Context: an optimization exercise on an open-source flow, tuned for small area. The choices shown serve that exercise and are no tape-out recipe. Where RTL was checked, it was by simulation tests only, not by an equivalence proof against the original. Function not checked in runs 1 to 3: the RTL went through the layout flow alone. Power figures rest on the tool's default switching activity, not on a simulated workload. No driver is modelled on the clock port, so clocking that relies on it looks cheaper here than on a real chip.

<file path="flow/flow/run.sh">
#!/bin/bash
# Layout flow: the standard synthesis, then an area-oriented re-mapping of
# its combinational logic (flip-flops untouched, equivalence proven with Yosys;
# the standard netlist is used if anything fails), then the standard layout
# steps with these changes: port buffers use buf_1, and clock tree synthesis
# uses clkbuf_8 with smaller sink clusters and no dummy loads.
set -euo pipefail
HERE=$(pwd)
R=$HERE/orfs/results/$FLOW_PLATFORM/kbd_scan_react/base
LIB=$FLOW_HOME/platforms/$FLOW_PLATFORM/lib/sky130_fd_sc_hd__tt_025C_1v80.lib
YOSYS=$FLOW_HOME/../tools/install/yosys/bin/yosys
[ -x "$YOSYS" ] || YOSYS=yosys
export CTS_ARGS="-sink_clustering_enable -repair_clock_nets -dont_use_dummy_load -buf_list sky130_fd_sc_hd__clkbuf_16 -sink_clustering_size 32 -sink_clustering_max_diameter 60"
export BUFFER_PORTS_ARGS="-buffer_cell sky130_fd_sc_hd__buf_1"

bash standard.sh synth > standard_synth.log 2>&1
cp "$R/1_2_yosys.v" "$HERE/std_1_2_yosys.v"

DU=$(sed -n '/^export DONT_USE_CELLS/,/^#/p' "$FLOW_HOME/platforms/$FLOW_PLATFORM/config.mk" \
     | grep -o 'sky130_fd_sc_hd__[a-z0-9_]*' | sed 's/^/-dont_use /' | tr '\n' ' ')
sed -e "s#@LIB@#$LIB#g" -e "s#@IN@#$HERE/std_1_2_yosys.v#" -e "s#@OUT@#$HERE/resynth.v#" \
    -e "s#@ABC@#$HERE/flow/area.abc#" -e "s#@TOP@#$FLOW_TOP#g" -e "s#@DONTUSE@#$DU#" \
    -e "s#@STAT@#$HERE/resynth_stat.txt#" flow/resynth.ys > resynth.ys
sed -e "s#@LIB@#$LIB#g" -e "s#@GOLD@#$HERE/std_1_2_yosys.v#" -e "s#@GATE@#$HERE/resynth.v#" \
    -e "s#@TOP@#$FLOW_TOP#g" flow/equiv.ys > equiv.ys
sed -e "s#@LIB@#$LIB#g" -e "s#@GATE@#$HERE/resynth.v#" -e "s#@TOP@#$FLOW_TOP#g" flow/check.ys > check.ys
if "$YOSYS" -q -l resynth.log resynth.ys > /dev/null 2>&1 && \
   "$YOSYS" -q -l check.log check.ys > /dev/null 2>&1 && \
   "$YOSYS" -q -l equiv.log equiv.ys > /dev/null 2>&1; then
  cp "$HERE/resynth.v" "$R/1_2_yosys.v"
  rm -f "$R/1_synth.odb" "$R/1_synth.sdc"
  echo "using the re-mapped netlist" > netlist_choice.txt
else
  echo "re-mapping failed; using the standard netlist" > netlist_choice.txt
fi

bash standard.sh > standard.log 2>&1
</file>
<file path="flow/flow/area.abc">
strash
dch -f
amap
strash
dch -f
amap
topo
</file>
<file path="flow/flow/check.ys">
# The re-mapped netlist holds only library cells, each pin driven once.
read_liberty -lib @LIB@
read_verilog @GATE@
hierarchy -check -top @TOP@
check -assert -mapped
</file>
<file path="flow/flow/equiv.ys">
# Prove the re-mapped netlist equivalent to the standard synthesis.
read_liberty -ignore_miss_func @LIB@
read_verilog @GOLD@
rename @TOP@ gold
read_verilog @GATE@
rename @TOP@ gate
flatten gold gate
opt_clean
equiv_make gold gate equiv
hierarchy -top equiv
equiv_simple
equiv_induct
equiv_status -assert
</file>
<file path="flow/flow/resynth.ys">
# Re-map the combinational logic of the standard synthesis for area. The
# flip-flops are kept as black boxes, so each keeps its name and cell type.
read_liberty -ignore_miss_func @LIB@
blackbox sky130_fd_sc_hd__df* sky130_fd_sc_hd__sdf* sky130_fd_sc_hd__edf* sky130_fd_sc_hd__dl* sky130_fd_sc_hd__conb_1
read_verilog @IN@
hierarchy -top @TOP@
flatten
opt -purge
abc -liberty @LIB@ @DONTUSE@ -script @ABC@
opt_clean -purge
setundef -zero
hilomap -singleton -hicell sky130_fd_sc_hd__conb_1 HI -locell sky130_fd_sc_hd__conb_1 LO
insbuf -buf sky130_fd_sc_hd__buf_4 A X
splitnets
opt_clean -purge

tee -o @STAT@ stat -liberty @LIB@
write_verilog -noattr -nohex -nodec @OUT@
</file>
<file path="flow/standard.sh">
#!/bin/bash
# synth_recipe.tcl (not shown) runs the flow's synth.tcl, then flattens the netlist and writes it again
# the make line also repeats each setting of config.mk as NAME=value (left out here)
make -C /OpenROAD-flow-scripts/flow DESIGN_CONFIG=/design/flow/config.mk WORK_HOME=/design/flow/orfs CLKGATE_MAP_FILE= SYNTH_SCRIPT=/design/flow/synth_recipe.tcl "${@:-finish}"
</file>
<file path="flow/config.mk">
export PLATFORM = sky130hd
export DESIGN_NAME = kbd_scan_react
export DESIGN_NICKNAME = kbd_scan_react
export VERILOG_FILES = /design/flow/design.v
export SDC_FILE = /design/flow/constraint.sdc
export NUM_CORES = 8
export LEC_CHECK = 0
export CAP_MARGIN = 20
export CORE_MARGIN = 2
export CORE_UTILIZATION = 40
export PLACE_DENSITY = 0.6
export SLEW_MARGIN = 20
</file>
<file path="flow/constraint.sdc">
create_clock -name core_clock -period 14.0 [get_ports {clk}]
set_input_delay 2.8000 -clock core_clock [delete_from_list [all_inputs] [get_ports {clk}]]
set_output_delay 2.8000 -clock core_clock [all_outputs]
set_load 0.01 [all_outputs]
</file>
<file path="flow/design.v">
module kbd_scan_react (
    input  wire        clk,
    input  wire        rst,
    input  wire        cmd_valid,
    input  wire [7:0]  cmd,
    output wire        cmd_ready,
    output wire [7:0]  row_n,
    input  wire [7:0]  col_n,
    input  wire [31:0] rnd_data,
    output wire        rnd_take,
    output wire [17:0] ev,
    output wire        led_valid,
    output wire [23:0] led_data,
    output wire        draw_valid,
    output wire [1:0]  draw_sprite,
    output wire [2:0]  fault
);
    localparam [3:0] S_IDLE = 4'd0,  S_INIT = 4'd1,  S_SCAN = 4'd2,  S_DB   = 4'd3,
                     S_EP   = 4'd4,  S_LKM  = 4'd5,  S_KS   = 4'd6,  S_LT   = 4'd7,
                     S_LU   = 4'd8,  S_L0   = 4'd9,  S_L1   = 4'd10, S_LF   = 4'd11,
                     S_LM   = 4'd12, S_DT   = 4'd13;
    reg [3:0]  st;
    reg        run;       
    reg        h;         
    reg        t;         
    reg [5:0]  p;         
    reg        q_hi;      
    reg [2:0]  q_lo;
    reg [1:0]  mode;
    reg        c_hi;      
    reg [2:0]  c_lo;
    reg        seeded;
    reg        fresh;     
    reg        ftype;     
    reg        lz;
    reg [1:0]  sprite;
    reg        dz;
    reg        dv;
    reg        ev_v, ev_k;
    reg [2:0]  ev_r, ev_c;
    reg [1:0]  flt;       
    reg [63:0]  r_s, r_b, r_c0, r_c1, r_c2, r_c3;
    reg [155:0] lr;
    reg [31:0]  dr;
    reg [7:0]   lc;
    wire halted  = |flt;
    wire p_last  = (p == 6'd63);
    wire p_half  = (p[4:0] == 5'd31);
    wire q_last  = q_hi && (q_lo == 3'd5);
    wire accept  = cmd_valid && (st == S_IDLE) && p_last;
    wire       hs = r_s[0];
    wire       hb = r_b[0];
    wire [3:0] hc = {r_c3[0], r_c2[0], r_c1[0], r_c0[0]};
    wire       evk = (hc == 4'd15);
    wire       sel_rot = (p[3] == h);
    wire       smp = ~col_n[p[2:0]];
    reg        ns, nb;
    reg [3:0]  nc;
    reg        pop_now;
    always @* begin
        ns = hs; nb = hb; nc = hc;
        pop_now = 1'b0;
        case (st)
        S_INIT: begin ns = 1'b0; nb = 1'b0; nc = 4'd0; end
        S_SCAN: if (sel_rot) ns = smp;
        S_DB:   if (h) begin
                    if (hs == hb) nc = 4'd0;
                    else if (hc == 4'd14) begin nb = hs; nc = 4'd15; end
                    else nc = hc + 4'd1;
                end
        S_EP:   if (sel_rot && evk && !ev_v) begin nc = 4'd0; pop_now = 1'b1; end
        default: ;
        endcase
    end
    wire [4:0] lf_  = lr[4:0];
    wire [7:0] pw   = lr[12:5];
    wire [7:0] tsrc = lr[155:148];    
    wire       rg0  = pw < 8'd85;
    wire       rg1  = !rg0 && pw < 8'd170;
    wire       rg2  = !rg0 && !rg1;
    wire [7:0] x3   = pw + {pw[6:0], 1'b0} + {6'd0, rg2, rg1};
    wire [7:0] va   = ftype ? (pw[0] ? 8'd128 : 8'd255) : x3;
    wire [7:0] vb   = ftype ? 8'd255 : ~x3;
    wire [8:0] f10  = {lf_, 3'b000} + {3'b000, lf_, 1'b0};
    wire [9:0] da   = {2'b00, va} - {1'b0, f10};
    wire [9:0] db   = {2'b00, vb} - {1'b0, f10};
    wire [7:0] sa   = da[9] ? 8'd0 : da[7:0];
    wire [7:0] sb   = db[9] ? 8'd0 : db[7:0];
    reg  [7:0] cr, cg, cb;
    always @* begin
        if (ftype)    begin cr = sa;   cg = sa;   cb = sb;   end
        else if (rg0) begin cr = sb;   cg = 8'd0; cb = sa;   end
        else if (rg1) begin cr = 8'd0; cg = sa;   cb = sb;   end
        else          begin cr = sa;   cg = sb;   cb = 8'd0; end
    end
    wire dim = pw[0] ? (lf_[4] | lf_[3] | lf_[2] | (lf_[1] & lf_[0])) : lf_[4];
    wire       at_j   = (q_hi == c_hi) && (q_lo == c_lo);
    wire       at_tw  = (q_hi != c_hi) && (q_lo == c_lo);
    wire [4:0] f_inc  = (&lf_) ? lf_ : lf_ + 5'd1;
    wire       q0     = !q_hi && (q_lo == 3'd0);
    wire       rbow   = (mode == 2'd0);
    reg  [4:0] delta;
    always @* begin
        if (!rbow || (q0 && !seeded)) delta = 5'd1;
        else if (!seeded)             delta = 5'd0;
        else if (q0)                  delta = 5'd23;
        else if (q_lo == 3'd0 || q_lo == 3'd3) delta = 5'd22;
        else                          delta = 5'd21;
    end
    wire [7:0] src_up = (fresh && (!rbow || q0)) ? 8'd0 : tsrc + {3'd0, delta};
    wire [7:0] flash  = {7'd0, rnd_data[0]};
    reg [12:0] lin;
    reg        take_led;
    always @* begin
        lin = lr[12:0];
        take_led = 1'b0;
        case (st)
        S_INIT: lin = {pw, 5'd31};
        S_LM:   if (run) lin = {pw, 5'd31};
        S_LU:   if (run) begin
                    if (rbow) lin = {src_up, 5'd0};
                    else if (mode == 2'd1) begin
                        if (h && at_j && dim) begin
                            lin = {flash, 5'd1};
                            take_led = 1'b1;
                        end else lin = {pw, f_inc};
                    end else begin
                        if (at_j || (mode[0] && at_tw)) lin = {src_up, 5'd1};
                        else lin = {pw, f_inc};
                    end
                end
        S_KS:   if (at_j) begin
                    if (mode == 2'd1) begin
                        lin = {flash, 5'd0};
                        take_led = 1'b1;
                    end else lin = {src_up, 5'd0};
                end
        default: ;
        endcase
    end
    wire       rbit = rnd_data[~p[4:0]];
    wire [3:0] m5x  = {c_lo, rbit};
    reg  [2:0] m5n;
    always @* begin
        case (m5x)
        4'd0, 4'd5:  m5n = 3'd0;
        4'd1, 4'd6:  m5n = 3'd1;
        4'd2, 4'd7:  m5n = 3'd2;
        4'd3, 4'd8:  m5n = 3'd3;
        4'd4, 4'd9:  m5n = 3'd4;
        default:     m5n = 3'bxxx;
        endcase
    end
    wire [2:0] m3x  = {c_lo[1:0], rbit};          
    wire [1:0] m3n  = (m3x >= 3'd3) ? m3x[1:0] - 2'd3 : m3x[1:0];
    reg  [3:0] jx;
    always @* begin
        case ({m3n, rnd_data[1:0]})
        4'b00_00: jx = 4'h0;  4'b01_01: jx = 4'h1;  4'b10_10: jx = 4'h2;
        4'b00_11: jx = 4'h3;  4'b01_00: jx = 4'h4;  4'b10_01: jx = 4'h5;
        4'b00_10: jx = 4'h8;  4'b01_11: jx = 4'h9;  4'b10_00: jx = 4'ha;
        4'b00_01: jx = 4'hb;  4'b01_10: jx = 4'hc;  4'b10_11: jx = 4'hd;
        default:  jx = 4'bxxxx;
        endcase
    end
    wire       dbit = dz ? 1'b0 : dr[0];
    wire       dsum = dbit ^ h;
    wire [31:0] k400 = 32'd400;
    wire       deq  = t && (dsum == k400[p[4:0]]);
    wire       lbit = lz ? 1'b0 : lc[0];
    wire       lsum = lbit ^ h;
    wire [7:0] kk   = (mode == 2'd3) ? 8'd100 : 8'd10;
    wire       leq  = t && (lsum == kk[p[2:0]]);
    wire       lt_on = (p[5:3] == 3'd0);
    wire m12_on = (st == S_LKM || st == S_L1);
    assign cmd_ready   = (st == S_IDLE) && p_last;
    assign rnd_take    = (m12_on && p == 6'd31) || (st == S_L0 && p_last) || take_led;
    assign ev          = {ev_v, ev_k, 5'd0, ev_r, 5'd0, ev_c};
    assign fault       = {flt, 1'b0};
    assign draw_valid  = dv;
    assign draw_sprite = sprite;
    assign led_valid   = (st == S_LF) && run;
    assign led_data    = {cg, cr, cb};
    wire   row_on      = (st == S_SCAN) && sel_rot;
    wire [2:0] row_idx = {h, p[5:4]};
    assign row_n       = ~({7'd0, row_on} << row_idx);
    wire       cn_wrap = (c_lo == 3'd5);
    wire [1:0] sp_tog  = (sprite == 2'd1) ? 2'd2 : 2'd1;
    always @(posedge clk) begin
        r_s  <= {ns,    r_s[63:1]};
        r_b  <= {nb,    r_b[63:1]};
        r_c0 <= {nc[0], r_c0[63:1]};
        r_c1 <= {nc[1], r_c1[63:1]};
        r_c2 <= {nc[2], r_c2[63:1]};
        r_c3 <= {nc[3], r_c3[63:1]};
        lr   <= {lin, lr[155:13]};
        dr   <= {(st == S_DT) ? dsum : dr[0], dr[31:1]};
        lc   <= {(st == S_LT && lt_on) ? lsum : lc[0], lc[7:1]};
    end
    task led_key;
        begin
            if (mode == 2'd1) begin
                c_lo <= 3'd0;
                st   <= S_LKM;
            end else if (mode == 2'd2) begin
                c_lo <= cn_wrap ? 3'd0 : c_lo + 3'd1;
                c_hi <= c_hi ^ cn_wrap;
                st   <= S_KS;
            end else
                st <= S_IDLE;
        end
    endtask
    always @(posedge clk) begin
        if (rst) begin
            st <= S_INIT; run <= 1'b0; h <= 1'b0; t <= 1'b0;
            p <= 6'd0; q_hi <= 1'b0; q_lo <= 3'd0;
            mode <= 2'd0; c_hi <= 1'b0; c_lo <= 3'd0; lz <= 1'b1;
            seeded <= 1'b0; fresh <= 1'b1; ftype <= 1'b0;
            sprite <= 2'd0; dz <= 1'b1; dv <= 1'b0;
            ev_v <= 1'b0; ev_k <= 1'b0; ev_r <= 3'd0; ev_c <= 3'd0; flt <= 2'd0;
        end else begin
            p  <= p + 6'd1;
            q_lo <= (q_lo == 3'd5) ? 3'd0 : q_lo + 3'd1;
            if (q_lo == 3'd5) q_hi <= !q_hi;
            dv <= 1'b0;
            case (st)
            S_INIT: if (p_last) st <= S_IDLE;
            S_IDLE: if (accept && !halted) begin
                run <= 1'b0;
                h   <= 1'b0;
                t   <= 1'b0;
                case (cmd)
                8'h10: st <= S_SCAN;
                8'h20: st <= S_DB;
                8'h21: begin ev_v <= 1'b0; st <= S_EP; end
                8'h30: begin h <= 1'b1; t <= 1'b1; st <= S_LT; end
                8'h31: led_key;
                8'h32: st <= S_LF;
                8'h34, 8'h35, 8'h36, 8'h37: begin
                    mode <= cmd[1:0]; lz <= 1'b1; c_hi <= 1'b0; c_lo <= 3'd0; fresh <= 1'b1;
                    if (cmd[1:0] == 2'd0) seeded <= 1'b1;
                    else begin ftype <= (cmd[1:0] == 2'd1); st <= S_LM; end
                end
                8'h40: begin h <= 1'b1; t <= 1'b1; st <= S_DT; end
                8'h41: begin sprite <= sp_tog; dz <= 1'b1; dv <= 1'b1; end
                default: flt[0] <= 1'b1;
                endcase
            end
            S_SCAN: if (p_last) begin
                h <= 1'b1;
                if (h) st <= S_IDLE;
            end
            S_DB: begin
                if (evk) t <= 1'b1;
                if (p_last) begin
                    h <= 1'b1;
                    if (h) st <= S_IDLE;
                    else if (t || evk) begin flt[1] <= 1'b1; st <= S_IDLE; end
                end
            end
            S_EP: begin
                if (!ev_v) begin
                    if (p_last && h && !pop_now) begin
                        ev_k <= 1'b0; ev_r <= 3'd0; ev_c <= 3'd0;
                    end else begin
                        ev_k <= hb; ev_r <= {p[3], p[5:4]}; ev_c <= p[2:0];
                    end
                end
                if (pop_now) ev_v <= 1'b1;
                if (p_last) begin
                    h <= 1'b1;
                    if (h) begin
                        if (pop_now ? hb : (ev_v && ev_k)) begin
                            sprite <= sp_tog; dz <= 1'b1; dv <= 1'b1;
                            led_key;
                        end else st <= S_IDLE;
                    end
                end
            end
            S_LT: begin
                if (lt_on) begin
                    h <= lbit & h;
                    t <= leq;
                end
                if (p == 6'd7) begin
                    lz <= leq;
                    if (!leq) st <= S_IDLE;
                    else if (mode == 2'd1) begin
                        c_lo <= 3'd0; st <= S_L0;
                    end else begin
                        if (mode[1]) begin
                            c_lo <= cn_wrap ? 3'd0 : c_lo + 3'd1;
                            c_hi <= c_hi ^ cn_wrap;
                        end
                        st <= S_LU;
                    end
                end
            end
            S_L0: if (p[5]) begin
                c_lo <= m5n;
                if (p_last) begin
                    st <= S_LU;
                    if (m5n == 3'd0 && rnd_data[1:0] == 2'd0) begin
                        c_hi <= 1'b0; c_lo <= 3'd0; st <= S_L1;
                    end else h <= 1'b0;
                end
            end
            S_LKM, S_L1: begin
                c_lo[1:0] <= m3n;
                if (p == 6'd31) begin
                    c_hi <= jx[3]; c_lo <= jx[2:0];
                    h  <= 1'b1;
                    st <= (st == S_LKM) ? S_KS : S_LU;
                end
            end
            S_KS: if (at_j) begin
                fresh <= 1'b0; st <= S_IDLE;
            end
            S_LU, S_LF, S_LM: begin
                if (q_last) begin
                    run <= 1'b1;
                    if (run) begin
                        run <= 1'b0; st <= S_IDLE;
                        if (st == S_LU) begin
                            if (mode != 2'd1) fresh <= 1'b0;
                            if (rbow) ftype <= 1'b0;
                        end
                    end
                end
            end
            S_DT: begin
                h <= dbit & h;
                t <= deq;
                if (p_half) begin
                    dz <= 1'b0; st <= S_IDLE;
                    if (deq) begin sprite <= 2'd0; dv <= 1'b1; end
                end
            end
            default: st <= S_IDLE;
            endcase
        end
    end
endmodule
</file>
==> summary.md, run 1 <==
| Metric | Value |
|---|---|
| Initial Util | about 41% |
| Fin nets | about 1600 |
| Avg WL per Cell | around 15 um |
| CP required | between 10000 and 15000 ps |
| VDD IR max | between 0.09 and 0.1 mV |
| Final Setup Violations | 0 |
| WL final | 31200 um |
| Initial antenna violation count | 0 |
| CP Class | reg2out |
| Most common cell after layout, fill and taps aside | dfxtp_1 |
| Htree depth | 1 |
| Hold Buf Count CTS | 0 |
| Final Critical Period | 8950 ps |
| Worst-path maximum fanout | 8 |
| PwrDens | ~220 nW/um2 |
| Crit path largest cell delay | about 530 ps |
| Place WS | about 5600 ps |
| Die area | about 43000 um2 |
| IO Pins | 110 |
| M1 WL | approximately 16000 um |
| Post-DP HPWL | 21500 um |
| Worst Setup Start Kind | flip-flop |
| Post-CTS Setup Bufs | 0 |
| Routed met3 length | slightly below 2000 um |
| Post-cts sizing count | 0 |
| Slowest library cell on the worst path | dfxtp_1 |
| Part of the cycle the worst path needs | between 60 and 70% |
| Most frequent CP cell | nor2_1 |
| Antenna cells | 0 |
| ANT nets after route | 0 |
| First-pass GRT wire length | 50400 um |
| CTS tree | built |
| Crit path arrival time | slightly above 6000 ps |
| Num Clock Sinks | slightly above 600 |
| Clock buffer count from CTS | 31 |
| Actual slew at the worst max-slew pin | between 1000 and 1500 ps |
| Register clock-pin slew on the reported worst setup and hold paths | 100 ps |
| Core area | 40800 um2 |
| Number of port buffers | 98 |
| Vias in the first global route | 9657 |
| P_leak | roughly 0.0068 uW |
| Status | no timing/DRC/antenna violations |
| Drt drc | 0 |
| DIE HEIGHT | 207 um |
| Synthesized area per cell | approximately 12 um2 |
| CTS root buffer | clkbuf_16 |
| Maximum clock frequency | about 110 MHz |
| DR top layer | met4 |
| Commonest cells after routing, fill and taps aside | dfxtp_1, nor2_1, clkinv_1 |
| RSZ-0062 raised after global routing | false |
| Tightest Hold Check Type | reg2reg |
| Area growth syn-to-layout | 10.4% |
| Global Route Usage Sum | between 10 and 15% |
| Max-slew violations | 0 |
| First-pass DRT Iterations | 5 |
| CP bufs+invs | 4 |
| Die X | 207 um |
| Vias | a little over 10000 |
| Placement row count | 74 |
| Metal2 WL | 13100 um |
| Routability cong. | ~0.9 |
| Post-Syn Instances | approximately 1400 |
| Clock Latency Late Sink | just over 600 ps |
| Skew final | around 90 ps |
| Slew headroom | between 20 and 30% |
| Worst Slack Setup Final | about 5000 ps |
| Total grt overflow | 0 |
| Layout cell share with drive strength beyond 1 | approximately 2.4% |
| Largest net degree at the start of global routing | 36 |
| Setup TNS | 0 ps |
| Hold Vio Cnt, Final | 0 |
| Critical path's top delay family | compound AO/OA/AOI/OAI gates |
| Crit. End Element | output port |
| MaxCap Viol Count | 0 |
| Syn Std Cell Area | 16600 um2 |
| DR iter-0 viols | about 650 |
| Synthesis Warnings | 1 |
| Clock buffer depth | 3 |
| Vias/cell | a little under 5 |
-- metal layers --
layer / track usage (%) / vias up
met5: 0 / -
met4: 3.87 / 0
met3: 2.57 / 62
met2: 21.4 / 320
met1: 20.9 / 4792
li1: - / 5109
-- power breakdown --
group	total, uW	internal, uW	switching, uW
clock network	881	392	489
logic	691	224	467
registers	2520	2350	172
total	4090	2960	1130
-- registers in the layout, indices dropped and copies added, names as in the netlist, 2 cells and up --
signal and count:
lr 156, r_b 64, r_c0 64, r_c1 64, r_c2 64, r_c3 64, r_s 64, dr 32
lc 8, p 6, st 4, c_lo 3, ev_c 3, ev_r 3, q_lo 3, flt 2
mode 2, sprite 2
-- worst reg2reg max path: stages, from the launching register on --
cell,delay [ps]
dfxtp_1,520
clkinv_1,380
nor2_1,540
clkinv_1,170
nor2_1,250
clkinv_1,190
nor2_1,190
nand2_1,160
nor2_1,180
buf_4,190
nand3_1,250
nand2_1,150
a31oi_1,150
nor4_1,430
o21ai_0,390
a2111oi_0,510
a211oi_1,90
-- through the flow --
stage / cells / hold slack, ps / cell area (um2) / utilization [%] / total power [uW]
floorplan: 1449 / 310 / 16600 / - / 2990
global placement: 2061 / 310 / 17500 / 42.9 / 3240
detailed placement: 2061 / 312 / 17500 / 42.9 / 3240
CTS: 2092 / 225 / 18300 / 44.8 / 4140
global route: 2092 / 231 / 18300 / 44.8 / 4350
finish: 2092 / 242 / 18300 / 44.8 / 4090
-- layout make-up --
type                       count  area (um2)
timing repair buffer         103         407
fill                        3817       22600
multi-input combinational    700        3610
inverter                     105         394
tap                          532         666
clock buffer                  31         776
sequential                   621       12400
-- final timing paths --
check / start / slack, ps / endpoint / depth (start not counted)
worst max register to register: p[1] / 9130 / c_lo[0] / 16
worst max-delay path: lr[5] / 5050 / led_data[6] / 25
worst min-delay path: lr[147] / 240 / lr[134] / 0
worst min register to register: lr[147] / 240 / lr[134] / 0
==> inputs of run 2 (changes only) <==
--- a/flow/flow/run.sh
+++ b/flow/flow/run.sh
@@ -10,7 +10,7 @@
 LIB=$FLOW_HOME/platforms/$FLOW_PLATFORM/lib/sky130_fd_sc_hd__tt_025C_1v80.lib
 YOSYS=$FLOW_HOME/../tools/install/yosys/bin/yosys
 [ -x "$YOSYS" ] || YOSYS=yosys
-export CTS_ARGS="-sink_clustering_enable -repair_clock_nets -dont_use_dummy_load -buf_list sky130_fd_sc_hd__clkbuf_16 -sink_clustering_size 32 -sink_clustering_max_diameter 60"
+export CTS_ARGS="-sink_clustering_enable -repair_clock_nets -dont_use_dummy_load -buf_list sky130_fd_sc_hd__clkbuf_4 -sink_clustering_size 12 -sink_clustering_max_diameter 30"
 export BUFFER_PORTS_ARGS="-buffer_cell sky130_fd_sc_hd__buf_1"
 
 bash standard.sh synth > standard_synth.log 2>&1
==> run 2 against run 1 <==
Compared with the run above:
- die area unchanged
- via count up 2.6%
- count of clock-buffer cells in the layout rose by 54
- combinational power is essentially flat
- still clean on timing, DRC and antenna
- synthesized cell count unchanged
- worst hold slack better by 28 ps
- critical path depth stayed put
- critical endpoint is now led_data[8]
- final cell count is 2.7% higher
- utilization down 0.32 points
- largest cell class unchanged
- sequential cell count stayed put
- sequential power barely moved
- critical path type unchanged
- synthesized area is the same
==> summary.md, run 2 <==
| Metric | Value |
|---|---|
| P_leak | 0.00686 uW (+0.13%) |
| PwrDens | 220 nW/um2 (-1.8%) |
| Num Clock Sinks | 621 (unchanged) |
| Post-cts sizing count | 0 (unchanged) |
| Tightest Hold Check Type | reg2reg |
| Max reg flops | 156 (unchanged) |
| Routability cong. | 0.889 (unchanged) |
| Area of the multi-input gates | 3610 um2 (unchanged) |
| Status | no timing/DRC/antenna violations |
| CTS root buffer | clkbuf_4 |
| Setup TNS | 0 ps (unchanged) |
| Slowest library cell on the worst path | a221oi_1 |
| MaxCap Viol Count | 0 (unchanged) |
| Place WS | 5640 ps (unchanged) |
| Syn Std Cell Area | 16600 um2 (unchanged) |
| Placement row count | 74 (unchanged) |
| Vias in the first global route | 10096 (+4.5%) |
| RSZ-0062 raised after global routing | false |
| Final Setup Violations | 0 (unchanged) |
| Cell Count, Final, Fillers Out | 2149 (+2.7%) |
| Fin nets | 1667 (+3.3%) |
| Crit. End Element | output port |
| Avg WL per Cell | 14.7 um (-1.3%) |
| Commonest cells after routing, fill and taps aside | dfxtp_1, nor2_1, clkinv_1 |
| First-pass GRT wire length | 51600 um (+2.3%) |
| Clock Latency Late Sink | 750 ps (+140 ps) |
| Initial Util | 40.6% (unchanged) |
| Crit path arrival time | 6380 ps (+230 ps) |
| Number of port buffers | 98 (unchanged) |
| Post-DP HPWL | 21500 um (unchanged) |
| Largest net degree at the start of global routing | 36 (unchanged) |
| Die area | 43100 um2 (unchanged) |
| Vias/cell | 4.91 (about the same) |
| Layout cell share with drive strength beyond 1 | 5.70% (+3.3 points) |
| Most frequent CP cell | nor2_1 |
| CTS tree | built |
| Clock buffer depth | 3 (unchanged) |
| Slew headroom | 33.8% (+3.9 points) |
| Total grt overflow | 0 (unchanged) |
| Worst-path maximum fanout | 8 (unchanged) |
| CP Class | reg2out |
| Worst Slack Setup Final | 4820 ps (-228 ps) |
| Routed met3 length | 1940 um (+0.21%) |
| Most common cell after layout, fill and taps aside | dfxtp_1 |
| Max-slew violations | 0 (unchanged) |
| Power consumption | 3990 uW (-2.5%) |
| Die X | 207 um (unchanged) |
| Maximum clock frequency | 109 MHz (-2.5%) |
| DR top layer | met4 |
| Core area | 40800 um2 (unchanged) |
| VDD IR max | 0.0835 mV (-7.5%) |
| Htree depth | 3 (+2) |
| Area growth syn-to-layout | 9.59% |
| Register clock-pin slew on the reported worst setup and hold paths | 110 ps (about the same) |
| Clock buffer count from CTS | 85 (+170%) |
| Metal2 WL | 13300 um (+0.97%) |
| DR iter-0 viols | 691 (+6.1%) |
| Drt drc | 0 (unchanged) |
| CP required | 11200 ps (about the same) |
| M1 WL | 15700 um (+0.80%) |
| Synthesized area per cell | 11.5 um2 (unchanged) |
| Actual slew at the worst max-slew pin | 984 ps (-57.6 ps) |
| WL final | 31700 um (+1.4%) |
| Register area | 12400 um2 (unchanged) |
| Post-Syn Instances | 1439 (unchanged) |
| Final Critical Period | 9180 ps (+228 ps) |
| Hold Buf Count CTS | 0 (unchanged) |
| CP bufs+invs | 4 (unchanged) |
| Post-CTS Setup Bufs | 0 (unchanged) |
| Synthesis Warnings | 1 (unchanged) |
| Part of the cycle the worst path needs | 65.6% (+1.6 points) |
| Placed cells | 2061 (unchanged) |
| Crit path largest cell delay | 550 ps (+20 ps) |
| ANT nets after route | 0 (unchanged) |
| DIE HEIGHT | 207 um (unchanged) |
| Vias | 10555 (+2.6%) |
| Critical path's top delay family | compound AO/OA/AOI/OAI gates |
| Skew final | 95.8 ps (+7.77 ps) |
| Global Route Usage Sum | 14.7% (+0.57 points) |
| Largest register by flop count | lr |
| Hold Vio Cnt, Final | 0 (unchanged) |
| First-pass DRT Iterations | 5 (unchanged) |
| Worst Setup Start Kind | flip-flop |
| Initial antenna violation count | 2 (+2) |
| IO Pins | 110 (unchanged) |
| FILL cells | 3839 (+0.58%) |
==> run 2: cell types whose count changed in the layout (fill, tap and decap cells not counted) <==
cell	previous run	this run
clkbuf_4	0	85
clkbuf_16	31	0
diode_2	0	3
==> run 2: cell type report <==
type | count | area share [%]
diodes | 3 | 0.0414
clock buffers | 85 | 3.52
inverters | 105 | 2.17
multi-input cells | 700 | 19.9
flip-flops and latches | 621 | 68.5
well taps | 532 | 3.67
repair buffers | 103 | 2.24
==> run 2: per-stage QoR <==
step / hold slack [ps] / cell area, um2 / utilization (%)
2_1_floorplan: 310 / 16600 / -
3_3_place_gp: 310 / 17500 / 42.9
3_5_place_dp: 312 / 17500 / 42.9
4_1_cts: 254 / 18100 / 44.4
5_1_grt: 248 / 18200 / 44.5
6_report: 269 / 18200 / 44.5
==> run 2: worst paths after layout <==
check	startpoint	to	slack, ps	depth (start not counted)
worst min register to register	r_s[20]	r_s[19]	270	0
worst max register to register	p[1]	c_lo[0]	9030	16
worst max-delay path	lr[5]	led_data[8]	4820	25
worst min-delay path	r_s[20]	r_s[19]	270	0
==> run 2: routing by layer <==
layer	GRT usage, %	vias to the layer above
met5	0	-
met4	5.91	0
met3	3.92	76
met2	21.4	354
met1	20.8	4894
li1	-	5231
==> run 2: power by group <==
group | internal [uW] | switching [uW] | leakage, uW
clock | 279 | 496 | 0.000391
combinational | 224 | 469 | 0.00133
sequential | 2350 | 172 | 0.00514
==> run 2: worst reg2reg max path: cells and delay by family (launching register included) <==
kind	cells	cell delay, ps
buffers and inverters	4	940
and+or+nand+nor	8	2160
DFF	1	520
AOI/OAI and AO/OA	4	1170
==> inputs of run 3 (changes only) <==
--- a/flow/flow/run.sh
+++ b/flow/flow/run.sh
@@ -10,7 +10,7 @@
 LIB=$FLOW_HOME/platforms/$FLOW_PLATFORM/lib/sky130_fd_sc_hd__tt_025C_1v80.lib
 YOSYS=$FLOW_HOME/../tools/install/yosys/bin/yosys
 [ -x "$YOSYS" ] || YOSYS=yosys
-export CTS_ARGS="-sink_clustering_enable -repair_clock_nets -dont_use_dummy_load -buf_list sky130_fd_sc_hd__clkbuf_4 -sink_clustering_size 12 -sink_clustering_max_diameter 30"
+export CTS_ARGS="-sink_clustering_enable -repair_clock_nets -dont_use_dummy_load -buf_list sky130_fd_sc_hd__clkbuf_8 -sink_clustering_size 22 -sink_clustering_max_diameter 45"
 export BUFFER_PORTS_ARGS="-buffer_cell sky130_fd_sc_hd__buf_1"
 
 bash standard.sh synth > standard_synth.log 2>&1
==> run 3 against run 2 <==
Compared with the run above:
- still clean
- maximum frequency grew 1.7%
- count of clock-buffer cells in the layout shrank 40
- cell area shrank 0.14%
- clock power is essentially flat
- power shrank 0.11%
- sequential power is essentially flat
- critical path depth is the same
- critical path type unchanged
- largest cell class unchanged
==> summary.md, run 3 <==
| Metric | Value |
|---|---|
| CP Class | reg2out |
| Initial antenna violation count | 0 (-2) |
| First-pass GRT wire length | 50800 um (-1.5%) |
| Num Clock Sinks | 621 (unchanged) |
| Fin nets | 1627 (-2.4%) |
| Seq pwr share | 63.2% (about the same) |
| Total grt overflow | 0 (unchanged) |
| Clock buffer depth | 3 (unchanged) |
| Tightest Hold Check Type | reg2reg |
| Status | no timing/DRC/antenna violations |
| Crit Reg-Reg Startpoint | p[1] |
| DR iter-0 viols | 747 (+8.1%) |
| ANT nets after route | 0 (unchanged) |
| Core area | 40800 um2 (unchanged) |
| Internal | 2860 uW (+0.33%) |
| Global Route Usage Sum | 14.5% (-0.23 points) |
| WHS Endpoint | lr[134] |
| Cell Count, Final, Fillers Out | 2106 (-2.0%) |
| Clock Latency Late Sink | 610 ps (-140 ps) |
| Number of port buffers | 98 (unchanged) |
| Placed cells | 2061 (unchanged) |
| Reg-to-reg endpoint | st[1] |
| Final Instance Area | 18100 um2 (-0.14%) |
| Die area | 43100 um2 (unchanged) |
| Final Critical Period | 9030 ps (-155 ps) |
| Hold path cells | 0 (unchanged) |
| CP required | 11200 ps (about the same) |
| Worst Min Path Start | lr[147] |
| IO Pins | 110 (unchanged) |
| Max-slew violations | 0 (unchanged) |
| CTS tree | built |
| Worst-path maximum fanout | 8 (unchanged) |
| Place WS | 5640 ps (unchanged) |
| Largest register by flop count | lr |
| Vias/cell | 4.90 (-0.31%) |
| Worst r2r path cells | 21 (+5) |
| PwrDens | 220 nW/um2 (about the same) |
| Slew headroom | 33.3% (-0.57 points) |
| Part of the cycle the worst path needs | 64.5% (-1.1 points) |
| Hold Vio Cnt, Final | 0 (unchanged) |
| Vias | 10312 (-2.3%) |
| First-pass DRT Iterations | 5 (unchanged) |
| Combinational share of power | 17.4% (about the same) |
| Htree depth | 2 (-1) |
| Synthesized area per cell | 11.5 um2 (unchanged) |
| FILL cells | 3852 (+0.34%) |
| Worst Setup Start Kind | flip-flop |
| Hold Buf Count CTS | 0 (unchanged) |
| R2R Setup Slk | 9100 ps (+70 ps) |
| Post-cts sizing count | 0 (unchanged) |
| Synthesis Warnings | 1 (unchanged) |
| RSZ-0062 raised after global routing | false |
| DIE HEIGHT | 207 um (unchanged) |
| Clock buffer count from CTS | 45 (-47%) |
| Worst Slack Setup Final | 4970 ps (+155 ps) |
| Initial Util | 40.6% (unchanged) |
| Crit path largest cell delay | 540 ps (about the same) |
| Commonest cells after routing, fill and taps aside | dfxtp_1, nor2_1, clkinv_1 |
| Die X | 207 um (unchanged) |
| MaxCap Viol Count | 0 (unchanged) |
| Fin util | 44.4% (-0.064 points) |
| Register area | 12400 um2 (unchanged) |
| Routability cong. | 0.889 (unchanged) |
| Area growth syn-to-layout | 9.43% |
| Crit path arrival time | 6230 ps (-150 ps) |
| Maximum clock frequency | 111 MHz (+1.7%) |
| Area post-placement | 17500 um2 (unchanged) |
| Syn Std Cell Area | 16600 um2 (unchanged) |
| NetSw | 1120 uW (-1.2%) |
| Avg WL per Cell | 14.9 um (+1.4%) |
| Final Setup Violations | 0 (unchanged) |
| Clk pwr share | 19.4% (about the same) |
| Most frequent CP cell | nor2_1 |
| Drt drc | 0 (unchanged) |
| Vias in the first global route | 9733 (-3.6%) |
| VDD IR max | 0.0990 mV (+19%) |
| Post-CTS Setup Bufs | 0 (unchanged) |
| Layout cell share with drive strength beyond 1 | 3.30% (-2.4 points) |
| CTS root buffer | clkbuf_8 |
| Sw Share | 28.2% (-0.31 points) |
| Register clock-pin slew on the reported worst setup and hold paths | 100 ps (about the same) |
| Post-DP HPWL | 21500 um (unchanged) |
| Post-Syn Instances | 1439 (unchanged) |
| Max reg flops | 156 (unchanged) |
| Most common cell after layout, fill and taps aside | dfxtp_1 |
| WL final | 31500 um (-0.63%) |
| Largest net degree at the start of global routing | 36 (unchanged) |
| Skew final | 61.4 ps (-34.5 ps) |
| Actual slew at the worst max-slew pin | 993 ps (+8.51 ps) |
| P_leak | 0.00679 uW (-0.98%) |
| Crit. End Element | output port |
| Area of the multi-input gates | 3610 um2 (unchanged) |
| Setup TNS | 0 ps (unchanged) |
| Placement row count | 74 (unchanged) |
| Antenna cells | 0 (-3) |
| Slowest library cell on the worst path | dfxtp_1 |
==> run 3: how the worst max path moves through the flow <==
stage	startpoint	endpoint	slack, ps	cells after the start
floorplan	lr[10]	led_data[11]	6760	25
global placement	lr[5]	led_data[22]	5720	24
detailed placement	lr[5]	led_data[6]	5640	25
CTS	lr[5]	led_data[6]	4930	25
global route	lr[5]	led_data[6]	4260	24
finish	lr[5]	led_data[6]	4970	25
==> run 3: worst max-delay path, delay by kind of cell, from the launching register on <==
kind                   cells  cell delay [ps]
AOI/OAI and AO/OA         11             2270
buffers and inverters      4              870
DFF                        1              540
and+or+nand+nor           10             1940
==> run 3: area by class of cell <==
cell class                 count  share of cell area, %
sequential                   621                   68.6
multi-input combinational    700                   19.9
tap                          532                   3.67
clock buffer                  45                   3.42
timing repair buffer         103                   2.24
inverter                     105                   2.17
==> run 3: layer usage <==
layer | vias to the layer above | global-route usage, % | share of wire, %
met5 | - | 0 | 0
li1 | 5127 | - | -
met2 | 336 | 21.3 | 42
met1 | 4796 | 20.9 | 49
met3 | 53 | 3.60 | 6.7
met4 | 0 | 4.80 | 2.4
==> run 3: stage by stage <==
stage / power [uW] / hold slack, ps
6_report: 3980 / 274
5_1_grt: 4250 / 271
3_5_place_dp: 3240 / 312
4_1_cts: 4040 / 276
3_3_place_gp: 3240 / 310
2_1_floorplan: 2990 / 310
==> run 3: power by group through the flow <==
stage	Sequential, uW	Clock [uW]	Combinational (uW)
global placement	2560	0	685
detailed placement	2560	0	681
global route	2580	880	782
CTS	2530	816	686
floorplan	2490	0	508
finish	2520	774	691
==> inputs of run 4 (changes only) <==
--- a/flow/design.v
+++ b/flow/design.v
@@ -30,6 +30,7 @@
     reg        c_hi;      
     reg [2:0]  c_lo;
     reg        seeded;
+    reg        scanned;   
     reg        fresh;     
     reg        ftype;     
     reg        lz;
@@ -39,7 +40,7 @@
     reg        ev_v, ev_k;
     reg [2:0]  ev_r, ev_c;
     reg [1:0]  flt;       
-    reg [63:0]  r_s, r_b, r_c0, r_c1, r_c2, r_c3;
+    reg [63:0]  r_b, r_c0, r_c1, r_c2, r_c3;
     reg [155:0] lr;
     reg [31:0]  dr;
     reg [7:0]   lc;
@@ -48,22 +49,21 @@
     wire p_half  = (p[4:0] == 5'd31);
     wire q_last  = q_hi && (q_lo == 3'd5);
     wire accept  = cmd_valid && (st == S_IDLE) && p_last;
-    wire       hs = r_s[0];
     wire       hb = r_b[0];
     wire [3:0] hc = {r_c3[0], r_c2[0], r_c1[0], r_c0[0]};
     wire       evk = (hc == 4'd15);
     wire       sel_rot = (p[3] == h);
-    wire       smp = ~col_n[p[2:0]];
-    reg        ns, nb;
+    wire       hs = scanned & ~col_n[p[2:0]];    
+    wire       db_on = h && (p[3] == t);         
+    reg        nb;
     reg [3:0]  nc;
     reg        pop_now;
     always @* begin
-        ns = hs; nb = hb; nc = hc;
+        nb = hb; nc = hc;
         pop_now = 1'b0;
         case (st)
-        S_INIT: begin ns = 1'b0; nb = 1'b0; nc = 4'd0; end
-        S_SCAN: if (sel_rot) ns = smp;
-        S_DB:   if (h) begin
+        S_INIT: begin nb = 1'b0; nc = 4'd0; end
+        S_DB:   if (db_on) begin
                     if (hs == hb) nc = 4'd0;
                     else if (hc == 4'd14) begin nb = hs; nc = 4'd15; end
                     else nc = hc + 4'd1;
@@ -181,13 +181,12 @@
     assign draw_sprite = sprite;
     assign led_valid   = (st == S_LF) && run;
     assign led_data    = {cg, cr, cb};
-    wire   row_on      = (st == S_SCAN) && sel_rot;
-    wire [2:0] row_idx = {h, p[5:4]};
+    wire   row_on      = (st == S_SCAN) ? sel_rot : (st == S_DB) && db_on;
+    wire [2:0] row_idx = {(st == S_SCAN) ? h : t, p[5:4]};
     assign row_n       = ~({7'd0, row_on} << row_idx);
     wire       cn_wrap = (c_lo == 3'd5);
     wire [1:0] sp_tog  = (sprite == 2'd1) ? 2'd2 : 2'd1;
     always @(posedge clk) begin
-        r_s  <= {ns,    r_s[63:1]};
         r_b  <= {nb,    r_b[63:1]};
         r_c0 <= {nc[0], r_c0[63:1]};
         r_c1 <= {nc[1], r_c1[63:1]};
@@ -215,7 +214,7 @@
             st <= S_INIT; run <= 1'b0; h <= 1'b0; t <= 1'b0;
             p <= 6'd0; q_hi <= 1'b0; q_lo <= 3'd0;
             mode <= 2'd0; c_hi <= 1'b0; c_lo <= 3'd0; lz <= 1'b1;
-            seeded <= 1'b0; fresh <= 1'b1; ftype <= 1'b0;
+            seeded <= 1'b0; scanned <= 1'b0; fresh <= 1'b1; ftype <= 1'b0;
             sprite <= 2'd0; dz <= 1'b1; dv <= 1'b0;
             ev_v <= 1'b0; ev_k <= 1'b0; ev_r <= 3'd0; ev_c <= 3'd0; flt <= 2'd0;
         end else begin
@@ -230,7 +229,7 @@
                 h   <= 1'b0;
                 t   <= 1'b0;
                 case (cmd)
-                8'h10: st <= S_SCAN;
+                8'h10: begin scanned <= 1'b1; st <= S_SCAN; end
                 8'h20: st <= S_DB;
                 8'h21: begin ev_v <= 1'b0; st <= S_EP; end
                 8'h30: begin h <= 1'b1; t <= 1'b1; st <= S_LT; end
@@ -251,11 +250,14 @@
                 if (h) st <= S_IDLE;
             end
             S_DB: begin
-                if (evk) t <= 1'b1;
+                if (!h && evk) t <= 1'b1;
                 if (p_last) begin
                     h <= 1'b1;
-                    if (h) st <= S_IDLE;
-                    else if (t || evk) begin flt[1] <= 1'b1; st <= S_IDLE; end
+                    if (!h) begin
+                        if (t || evk) begin flt[1] <= 1'b1; st <= S_IDLE; end
+                        else t <= 1'b0;
+                    end else if (!t) t <= 1'b1;
+                    else st <= S_IDLE;
                 end
             end
             S_EP: begin
--- a/flow/flow/run.sh
+++ b/flow/flow/run.sh
@@ -10,7 +10,7 @@
 LIB=$FLOW_HOME/platforms/$FLOW_PLATFORM/lib/sky130_fd_sc_hd__tt_025C_1v80.lib
 YOSYS=$FLOW_HOME/../tools/install/yosys/bin/yosys
 [ -x "$YOSYS" ] || YOSYS=yosys
-export CTS_ARGS="-sink_clustering_enable -repair_clock_nets -dont_use_dummy_load -buf_list sky130_fd_sc_hd__clkbuf_8 -sink_clustering_size 22 -sink_clustering_max_diameter 45"
+export CTS_ARGS="-sink_clustering_enable -repair_clock_nets -dont_use_dummy_load -buf_list sky130_fd_sc_hd__clkbuf_16 -sink_clustering_size 50 -sink_clustering_max_diameter 60"
 export BUFFER_PORTS_ARGS="-buffer_cell sky130_fd_sc_hd__buf_1"
 
 bash standard.sh synth > standard_synth.log 2>&1
--- a/flow/config.mk
+++ b/flow/config.mk
@@ -7,6 +7,6 @@
 export LEC_CHECK = 0
 export CAP_MARGIN = 20
 export CORE_MARGIN = 2
-export CORE_UTILIZATION = 40
-export PLACE_DENSITY = 0.6
+export CORE_UTILIZATION = 70
+export PLACE_DENSITY = 0.85
 export SLEW_MARGIN = 20
==> run 4 against run 3 <==
Compared with the run above:
- still clean on timing, DRC and antenna
- global-route usage up 12 points
- routed wire length up 1.3%
- synthesized area down 6.9%
- non-clock buffer count down 3
- largest cell class unchanged
- clock skew down 7.5 ps
- final cell count down 16%
- highest routed layer unchanged
==> summary.md, run 4 <==
| Metric | Value |
|---|---|
| Status | no timing/DRC/antenna violations |
| Post-CTS Setup Bufs | 0 (unchanged) |
| Fin util | 76.5% (+32 points) |
| Crit. End Element | output port |
| Hold Vio Cnt, Final | 0 (unchanged) |
| Slowest library cell on the worst path | a21oi_1 |
| Sw Share | 30.3% (+2.1 points) |
| Slew headroom | 34.0% (+0.72 points) |
| Actual slew at the worst max-slew pin | 980 ps (-12.6 ps) |
| RSZ-0062 raised after global routing | false |
| Routability cong. | 0.924 (+3.9%) |
| Area growth syn-to-layout | 7.95% |
| CTS root buffer | clkbuf_16 |
| Internal | 2530 uW (-12%) |
| Avg WL per Cell | 18.0 um (+20%) |
| FILL cells | 1415 (-63%) |
| Critical Path Start | lr[8] |
| Final Setup Violations | 0 (unchanged) |
| Max-slew violations | 0 (unchanged) |
| Post-cts sizing count | 0 (unchanged) |
| Crit Reg-Reg Startpoint | p[1] |
| Worst Min Path Start | lr[93] |
| NetSw | 1100 uW (-2.3%) |
| Commonest cells after routing, fill and taps aside | dfxtp_1, nor2_1, clkinv_1 |
| First-pass DRT Iterations | 6 (+1) |
| CP Class | reg2out |
| R2R Setup Slk | 9360 ps (+260 ps) |
| Post-Syn Instances | 1381 (-4.0%) |
| Total grt overflow | 0 (unchanged) |
| Hold Buf Count CTS | 0 (unchanged) |
| Number of port buffers | 98 (unchanged) |
| Worst r2r path cells | 13 (-38%) |
| Vias in the first global route | 9898 (+1.7%) |
| Layout cell share with drive strength beyond 1 | 1.81% (-1.5 points) |
| Htree depth | 1 (-1) |
| Crit path largest cell delay | 540 ps (about the same) |
| Synthesis Warnings | 1 (unchanged) |
| Synthesized area per cell | 11.2 um2 (-3.0%) |
| Clock buffer depth | 3 (unchanged) |
| CTS tree | built |
| Clock buffer count from CTS | 25 (-44%) |
| Largest net degree at the start of global routing | 44 (+22%) |
| Core area | 21800 um2 (-47%) |
| Num Clock Sinks | 558 (-10%) |
| P_leak | 0.00630 uW (-7.2%) |
| Fin nets | 1546 (-5.0%) |
| Area of the multi-input gates | 3730 um2 (+3.5%) |
| Worst Setup Start Kind | flip-flop |
| Setup TNS | 0 ps (unchanged) |
| Post-DP HPWL | 21400 um (-0.40%) |
| Syn Std Cell Area | 15400 um2 (-6.9%) |
| Hold path cells | 0 (unchanged) |
| Placement row count | 54 (-27%) |
| Vias | 10249 (-0.61%) |
| Clock Latency Late Sink | 560 ps (-50 ps) |
| MaxCap Viol Count | 0 (unchanged) |
| CP required | 11200 ps (about the same) |
| WL final | 31900 um (+1.3%) |
| Initial Util | 70.9% (+30 points) |
| Register area | 11200 um2 (-10%) |
| Vias/cell | 5.78 (+18%) |
| Crit path arrival time | 6260 ps (+30 ps) |
| Global Route Usage Sum | 27.0% (+12 points) |
| Reg-to-reg endpoint | st[1] |
| Initial antenna violation count | 1 (+1) |
| Tightest Hold Check Type | reg2reg |
| DIE HEIGHT | 152 um (-27%) |
| WHS Endpoint | lr[80] |
| Die area | 23200 um2 (-46%) |
| VDD IR max | 0.146 mV (+47%) |
| Die X | 152 um (-27%) |
| Part of the cycle the worst path needs | 64.7% (+0.23 points) |
| Combinational share of power | 20.8% (+3.4 points) |
| Worst-path maximum fanout | 8 (unchanged) |
| Maximum clock frequency | 110 MHz (-0.35%) |
| Seq pwr share | 58.2% (-5.0 points) |
| Most frequent CP cell | nor2_1 |
| Clk pwr share | 21.0% (+1.6 points) |
| Most common cell after layout, fill and taps aside | dfxtp_1 |
| PwrDens | 218 nW/um2 (-0.91%) |
| Largest register by flop count | lr |
| Final Critical Period | 9060 ps (+31.9 ps) |
| Skew final | 53.8 ps (-7.53 ps) |
| First-pass GRT wire length | 51200 um (+0.65%) |
| IO Pins | 110 (unchanged) |
| DR iter-0 viols | 1065 (+43%) |
| ANT nets after route | 0 (unchanged) |
| Register clock-pin slew on the reported worst setup and hold paths | 110 ps (about the same) |
| Drt drc | 0 (unchanged) |
| Max reg flops | 156 (unchanged) |
-- run 4: per-layer routing --
layer	vias to the layer above	wire length [um]	global-route usage [%]
met5	-	0	0
met4	0	968	7.98
met3	87	2410	4.64
met2	471	15200	45.5
met1	4759	13300	36.3
li1	4932	-	-
-- run 4: worst max-delay path, delay by kind of cell, from the launching register on --
kind                   cells  cell delay (ps)
DFF                        1              390
AOI/OAI and AO/OA         12             3130
and+or+nand+nor           14             1870
buffers and inverters      2              360
-- run 4: area by class of cell --
class                      count  area share, %
sequential                   558           67.1
multi-input combinational    708           22.4
clock buffer                  25           3.76
timing repair buffer         100           2.30
inverter                     102           2.30
tap                          280           2.10
antenna                        1         0.0150
-- run 4: how the worst max path moves through the flow --
stage | end | cells past startpoint | slack, ps
floorplan | led_data[13] | 25 | 6640
global placement | led_data[0] | 25 | 6050
finish | led_data[21] | 28 | 4940
detailed placement | led_data[21] | 28 | 5750
CTS | led_data[21] | 27 | 5100
global route | led_data[6] | 28 | 4170
-- run 4: metrics by stage --
| step | cell area (um2) | total power, uW | std cells | hold WS, ps | worst slack [ps] |
|---|---|---|---|---|---|
| after floorplan | 15500 | 2610 | 1391 | 310 | 6640 |
| after global placement | 16000 | 2820 | 1748 | 310 | 6050 |
| after detailed placement | 16000 | 2860 | 1748 | 312 | 5750 |
| after CTS | 16600 | 3620 | 1773 | 275 | 5100 |
| after global routing | 16600 | 3800 | 1773 | 277 | 4170 |
| final | 16600 | 3630 | 1774 | 279 | 4940 |
-- run 4: power by group through the flow --
stage	sequential, uW	combinational, uW	clock [uW]
floorplan	2070	538	0
global placement	2120	706	0
detailed placement	2140	720	0
CTS	2120	728	773
global route	2150	831	820
finish	2110	755	762
==> inputs of run 5 (changes only) <==
--- a/flow/flow/run.sh
+++ b/flow/flow/run.sh
@@ -10,7 +10,7 @@
 LIB=$FLOW_HOME/platforms/$FLOW_PLATFORM/lib/sky130_fd_sc_hd__tt_025C_1v80.lib
 YOSYS=$FLOW_HOME/../tools/install/yosys/bin/yosys
 [ -x "$YOSYS" ] || YOSYS=yosys
-export CTS_ARGS="-sink_clustering_enable -repair_clock_nets -dont_use_dummy_load -buf_list sky130_fd_sc_hd__clkbuf_16 -sink_clustering_size 50 -sink_clustering_max_diameter 60"
+export CTS_ARGS="-sink_clustering_enable -repair_clock_nets -dont_use_dummy_load -buf_list sky130_fd_sc_hd__clkbuf_16 -sink_clustering_size 40 -sink_clustering_max_diameter 80"
 export BUFFER_PORTS_ARGS="-buffer_cell sky130_fd_sc_hd__buf_1"
 
 bash standard.sh synth > standard_synth.log 2>&1
--- a/flow/config.mk
+++ b/flow/config.mk
@@ -7,6 +7,6 @@
 export LEC_CHECK = 0
 export CAP_MARGIN = 20
 export CORE_MARGIN = 2
-export CORE_UTILIZATION = 70
-export PLACE_DENSITY = 0.85
+export CORE_UTILIZATION = 60
+export PLACE_DENSITY = 0.75
 export SLEW_MARGIN = 20
==> run 5 against run 4 <==
Compared with the run above:
- non-clock buffer count unchanged
- worst hold slack worse by 14 ps
- sequential power about the same
- final cell count up 2.5%
- worst setup slack better by 140 ps
- register-to-register slack worse by 130 ps
- power down 2.8%
- global-route usage down 4.9 points
- count of clock-buffer cells in the layout down 5
- first-iteration DRC count down 35%
- clock power down 11%
- synthesized cell count unchanged
- largest cell class unchanged
- largest power group unchanged
==> summary.md, run 5 <==
| Metric | Value |
|---|---|
| Status | no timing/DRC/antenna violations |
| Drt drc | 0 (unchanged) |
| First-pass GRT wire length | 47000 um (-8.1%) |
| Register clock-pin slew on the reported worst setup and hold paths | 130 ps (+20 ps) |
| Worst-path maximum fanout | 9 (+1) |
| Commonest cells after routing, fill and taps aside | dfxtp_1, nor2_1, clkinv_1 |
| Hold Buf Count CTS | 0 (unchanged) |
| Fin nets | 1541 (-0.32%) |
| Post-cts sizing count | 0 (unchanged) |
| Maximum clock frequency | 112 MHz (+1.6%) |
| Area growth syn-to-layout | 7.53% |
| FILL cells | 1931 (+36%) |
| Crit. End Element | output port |
| MaxCap Viol Count | 0 (unchanged) |
| CP required | 11200 ps (about the same) |
| Hold Vio Cnt, Final | 0 (unchanged) |
| Die area | 27000 um2 (+16%) |
| Post-Syn Instances | 1381 (unchanged) |
| Clock Latency Late Sink | 570 ps (about the same) |
| Cell Count, Final, Fillers Out | 1818 (+2.5%) |
| Reg-to-reg endpoint | st[1] |
| Num Clock Sinks | 558 (unchanged) |
| Total grt overflow | 0 (unchanged) |
| Htree depth | 1 (unchanged) |
| Vias | 9851 (-3.9%) |
| Initial antenna violation count | 0 (-1) |
| Worst Setup Start Kind | flip-flop |
| Crit Reg-Reg Startpoint | p[1] |
| Initial Util | 61.2% (-9.6 points) |
| Layout cell share with drive strength beyond 1 | 1.48% (-0.33 points) |
| Critical Path Start | lr[8] |
| Slew headroom | 41.2% (+7.3 points) |
| Number of port buffers | 98 (unchanged) |
| Antenna cells | 0 (-1) |
| ANT nets after route | 0 (unchanged) |
| VDD IR max | 0.160 mV (+10%) |
| Worst r2r path cells | 13 (unchanged) |
| Vias in the first global route | 9141 (-7.6%) |
| Clock buffer depth | 3 (unchanged) |
| P_leak | 0.00624 uW (-0.98%) |
| Worst Min Path Start | r_c1[62] |
| Synthesis Warnings | 1 (unchanged) |
| Tightest Hold Check Type | reg2reg |
| CTS root buffer | clkbuf_16 |
| Placement row count | 58 (+7.4%) |
| Setup TNS | 0 ps (unchanged) |
| Skew final | 117 ps (+63.1 ps) |
| Max reg flops | 156 (unchanged) |
| Clock buffer count from CTS | 20 (-20%) |
| Post-CTS Setup Bufs | 0 (unchanged) |
| Placed cells | 1798 (+2.9%) |
| Largest register by flop count | lr |
| CP Class | reg2out |
| Die X | 164 um (+7.8%) |
| WL final | 30100 um (-5.5%) |
| Routability cong. | 0.957 (+3.6%) |
| DR iter-0 viols | 692 (-35%) |
| Crit path arrival time | 6120 ps (-140 ps) |
| Final Critical Period | 8920 ps (-143 ps) |
| Synthesized area per cell | 11.2 um2 (unchanged) |
| R2R Setup Slk | 9230 ps (-130 ps) |
| IO Pins | 110 (unchanged) |
| Final Setup Violations | 0 (unchanged) |
| Hold path cells | 0 (unchanged) |
| Actual slew at the worst max-slew pin | 872 ps (-108 ps) |
| DIE HEIGHT | 164 um (+7.8%) |
| Syn Std Cell Area | 15400 um2 (unchanged) |
| Part of the cycle the worst path needs | 63.7% (-1.0 points) |
| Post-DP HPWL | 21000 um (-1.9%) |
| CTS tree | built |
| First-pass DRT Iterations | 5 (-1) |
| RSZ-0062 raised after global routing | false |
| PwrDens | 212 nW/um2 (-2.4%) |
| Avg WL per Cell | 16.6 um (-7.8%) |
| Most common cell after layout, fill and taps aside | dfxtp_1 |
| Largest net degree at the start of global routing | 41 (-6.8%) |
| Vias/cell | 5.42 (-6.2%) |
| WHS Endpoint | r_c1[61] |
| Max-slew violations | 0 (unchanged) |
| Global Route Usage Sum | 22.1% (-4.9 points) |
| Core area | 25200 um2 (+16%) |
-- run 5: cell count changes in the layout (fill, tap and decap cells not counted) --
| cell | delta |
|---|---|
| clkbuf_16 | -5 |
| diode_2 | -1 |
-- run 5: worst max-delay path by stage --
| stage | end | slack [ps] |
|---|---|---|
| 3_5_place_dp | led_data[3] | 5730 |
| 4_1_cts | led_data[3] | 5080 |
| 5_1_grt | led_data[13] | 4280 |
| 3_3_place_gp | led_data[3] | 5940 |
| 6_report | led_data[1] | 5080 |
| 2_1_floorplan | led_data[13] | 6640 |
-- run 5: worst max-delay path, stage by stage (launching register included) --
cell and delay (ps):
dfxtp_1 410, clkinv_1 190, nor2_1 220, nor2_1 70
or3_1 310, a31oi_1 430, nor2_1 120, nand2_1 130
nor2_1 70, a221oi_1 290, nor2_1 130, and2_0 170
a31oi_1 180, nor2_1 80, a211oi_1 430, nor2_1 100
nor2_1 200, a21oi_1 70, and2_0 180, o21a_1 200
o21a_1 180, or2_0 220, o221ai_1 530, or2_0 320
o22ai_1 150, buf_1 150
-- run 5: area by class of cell --
type | count | area (um2) | area share (%)
repair buffers | 100 | 383 | 2.31
well taps | 330 | 413 | 2.49
multi-input cells | 708 | 3730 | 22.5
inverters | 102 | 383 | 2.31
flip-flops and latches | 558 | 11200 | 67.4
clock buffers | 20 | 500 | 3.02
-- run 5: per-stage QoR --
stage / power (uW) / utilization, % / cell area (um2) / setup WS (ps) / hold WS (ps)
global placement: 2850 / 63.9 / 16100 / 5940 / 310
finish: 3520 / 65.9 / 16600 / 5080 / 265
CTS: 3530 / 65.9 / 16600 / 5080 / 272
floorplan: 2610 / - / 15500 / 6640 / 310
global route: 3710 / 65.9 / 16600 / 4280 / 271
detailed placement: 2860 / 63.9 / 16100 / 5730 / 312
-- run 5: layer usage --
metal / global-route usage (%) / routed length (um)
met5: 0 / 0
met4: 3.67 / 439
met3: 3.46 / 1800
met2: 37.0 / 13500
met1: 31.0 / 14300
-- run 5: power by group --
part	internal, uW	switching, uW	total, uW
logic	246	500	746
registers	1960	137	2100
clock network	259	421	680
==> inputs of run 6 (changes only) <==
--- a/flow/flow/run.sh
+++ b/flow/flow/run.sh
@@ -10,7 +10,7 @@
 LIB=$FLOW_HOME/platforms/$FLOW_PLATFORM/lib/sky130_fd_sc_hd__tt_025C_1v80.lib
 YOSYS=$FLOW_HOME/../tools/install/yosys/bin/yosys
 [ -x "$YOSYS" ] || YOSYS=yosys
-export CTS_ARGS="-sink_clustering_enable -repair_clock_nets -dont_use_dummy_load -buf_list sky130_fd_sc_hd__clkbuf_16 -sink_clustering_size 40 -sink_clustering_max_diameter 80"
+export CTS_ARGS="-sink_clustering_enable -repair_clock_nets -dont_use_dummy_load -buf_list sky130_fd_sc_hd__clkbuf_8 -sink_clustering_size 20 -sink_clustering_max_diameter 50"
 export BUFFER_PORTS_ARGS="-buffer_cell sky130_fd_sc_hd__buf_1"
 
 bash standard.sh synth > standard_synth.log 2>&1
==> run 6 against run 5 <==
Compared with the run above:
- register-to-register slack better by 40 ps
- sequential share of layout area shrank 0.26 points
- sequential cell count is the same
- clock power up 2%
- sequential power is essentially flat
- combinational power is essentially flat
- synthesized area did not move
- count of clock-buffer cells in the layout is 21 higher
- final cell count is 1.2% higher
- routed wire length down 1.0%
- highest routed layer unchanged
==> summary.md, run 6 <==
| Metric | Value |
|---|---|
| Hold_ws | 256 ps (-8.97 ps) |
| Seq pwr share | 59.3% (-0.2 points) |
| Num Clock Sinks | 558 (unchanged) |
| Internal | 2470 uW (+0.18%) |
| Slew headroom | 43.3% (+2.1 points) |
| Worst path depth | 25 (unchanged) |
| Hold Buf Count CTS | 0 (unchanged) |
| Crit Reg-Reg Startpoint | p[1] |
| First-pass DRT Iterations | 5 (unchanged) |
| Register clock-pin slew on the reported worst setup and hold paths | 110 ps (-20 ps) |
| DR iter-0 viols | 648 (-6.4%) |
| Fin nets | 1562 (+1.4%) |
| Worst Setup Start Kind | flip-flop |
| Drt drc | 0 (unchanged) |
| WL final | 29800 um (-1.0%) |
| Antenna cells | 0 (unchanged) |
| Synthesis Warnings | 1 (unchanged) |
| VDD IR max | 0.153 mV (-4.7%) |
| Commonest cells after routing, fill and taps aside | dfxtp_1, nor2_1, clkinv_1 |
| Final Setup Violations | 0 (unchanged) |
| Place WS | 5730 ps (unchanged) |
| Post-CTS Setup Bufs | 0 (unchanged) |
| Max-slew violations | 0 (unchanged) |
| NetSw | 1060 uW (+0.64%) |
| Slowest library cell on the worst path | o221ai_1 |
| CP bufs+invs | 2 (unchanged) |
| Crit. End Element | output port |
| Part of the cycle the worst path needs | 63.9% (+0.24 points) |
| DIE HEIGHT | 164 um (unchanged) |
| Worst Slack Setup Final | 5050 ps (-34.1 ps) |
| Crit path arrival time | 6150 ps (+30 ps) |
| R2R Setup Slk | 9270 ps (+40 ps) |
| Post-DP HPWL | 21000 um (unchanged) |
| Die X | 164 um (unchanged) |
| Placement row count | 58 (unchanged) |
| Total grt overflow | 0 (unchanged) |
| Global Route Usage Sum | 22.2% (+0.057 points) |
| Actual slew at the worst max-slew pin | 841 ps (-30.6 ps) |
| Final Critical Period | 8950 ps (+34.1 ps) |
| CTS root buffer | clkbuf_8 |
| ANT nets after route | 0 (unchanged) |
| Initial Util | 61.2% (unchanged) |
| Clk pwr share | 19.6% (+0.3 points) |
| RSZ-0062 raised after global routing | false |
| Initial antenna violation count | 0 (unchanged) |
| Routability cong. | 0.957 (unchanged) |
| IO Pins | 110 (unchanged) |
| Vias in the first global route | 9314 (+1.9%) |
| Hold Vio Cnt, Final | 0 (unchanged) |
| Syn Std Cell Area | 15400 um2 (unchanged) |
| Core area | 25200 um2 (unchanged) |
| CTS tree | built |
| Clock buffer depth | 3 (unchanged) |
| First-pass GRT wire length | 47000 um (-0.12%) |
| Worst-path maximum fanout | 9 (unchanged) |
| Avg WL per Cell | 16.2 um (-2.1%) |
| Largest net degree at the start of global routing | 36 (-12%) |
| CP required | 11200 ps (about the same) |
| Most common cell after layout, fill and taps aside | dfxtp_1 |
| Critical path's top delay family | compound AO/OA/AOI/OAI gates |
| Clock Latency Late Sink | 570 ps (about the same) |
| Clock buffer count from CTS | 41 (+110%) |
| CP Class | reg2out |
| Max reg flops | 156 (unchanged) |
| P_leak | 0.00629 uW (+0.77%) |
| Reg-to-reg endpoint | st[1] |
| CP Capture Point | led_data[1] |
| Layout cell share with drive strength beyond 1 | 2.85% (+1.4 points) |
| MaxCap Viol Count | 0 (unchanged) |
| Synthesized area per cell | 11.2 um2 (unchanged) |
| Status | no timing/DRC/antenna violations |
| Power consumption | 3530 uW (+0.32%) |
| Setup TNS | 0 ps (unchanged) |
| Area growth syn-to-layout | 7.94% |
| Tightest Hold Check Type | reg2reg |
| Post-cts sizing count | 0 (unchanged) |
| Crit path largest cell delay | 540 ps (about the same) |
| Worst r2r path cells | 13 (unchanged) |
| Critical Path Start | lr[8] |
| Combinational share of power | 21.1% (about the same) |
| PwrDens | 212 nW/um2 (about the same) |
| Vias | 9969 (+1.2%) |
| Post-Syn Instances | 1381 (unchanged) |
| Maximum clock frequency | 112 MHz (-0.38%) |
| Htree depth | 2 (+1) |
| Sw Share | 30.1% (+0.096 points) |
| Vias/cell | 5.42 (about the same) |
| Die area | 27000 um2 (unchanged) |
| Number of port buffers | 98 (unchanged) |
| Largest register by flop count | lr |
| Most frequent CP cell | nor2_1 |
| Skew final | 66.5 ps (-50.4 ps) |
[run 6: power by group through the flow]
stage,Combinational (uW),Sequential [uW],Clock (uW)
floorplan,538,2070,0
global placement,726,2120,0
detailed placement,729,2130,0
CTS,732,2100,717
global route,825,2130,771
finish,745,2100,694
[run 6: layout make-up]
class | instances | area [um2]
inverters | 102 | 383
clock buffers | 41 | 564
well taps | 330 | 413
multi-input cells | 708 | 3730
flip-flops and latches | 558 | 11200
fillers | 1937 | 8540
repair buffers | 100 | 383
[run 6: how the worst min path moves through the flow]
stage,start,endpoint,slack (ps),cells past startpoint
6_report,lr[145],lr[132],260,0
5_1_grt,lr[145],lr[132],230,0
4_1_cts,lr[145],lr[132],250,0
3_5_place_dp,r_b[28],r_b[27],310,0
3_3_place_gp,dr[11],dr[10],310,0
2_1_floorplan,dr[1],dr[0],310,0
[run 6: layer usage]
| metal | track usage [%] | vias to the layer above | wire (um) |
|---|---|---|---|
| met5 | 0 | - | 0 |
| met4 | 5.78 | 0 | 548 |
| met3 | 4.07 | 51 | 1960 |
| met2 | 36.2 | 357 | 13300 |
| met1 | 30.5 | 4597 | 14000 |
| li1 | - | 4964 | - |
[run 6: per-stage QoR]
step / utilization (%) / instance area [um2] / cells
2_1_floorplan: - / 15500 / 1391
3_3_place_gp: 63.9 / 16100 / 1798
3_5_place_dp: 63.9 / 16100 / 1798
4_1_cts: 66.1 / 16600 / 1839
5_1_grt: 66.1 / 16600 / 1839
6_report: 66.1 / 16600 / 1839

-- afterwards: timing with drivers on the ports --
The flow's constraints put no driver on any port. The routed layouts listed below were extracted and timed again, unchanged, in two steps. Step 1: set_driving_cell puts a clkbuf_16 on clk and a buf_2 on each other input, an assumption about the parent block. Step 2 adds t to the input delays and takes it off the output delays; t is the mean of the earliest and latest rising clock arrival at the registers after step 1. Input paths then give back, and output paths get back, about the clock's delay inside the block. Three values: no drivers, after step 1, after step 2; two values: the first two.
run	shift t [ns]	setup WS [ns]	worst slew at a driven data input, ns
run 1	0.613	5.045 / 4.992 / 5.606	0.08
run 2	0.750	4.817 / 4.767 / 5.517	0.08
run 3	0.641	4.972 / 4.922 / 5.563	0.08
run 4	0.587	4.940 / 4.889 / 5.475	0.08
run 5	0.559	5.083 / 5.033 / 5.593	0.04
run 6	0.579	5.049 / 5.003 / 5.581	0.04
After both steps every run listed still meets setup and hold.
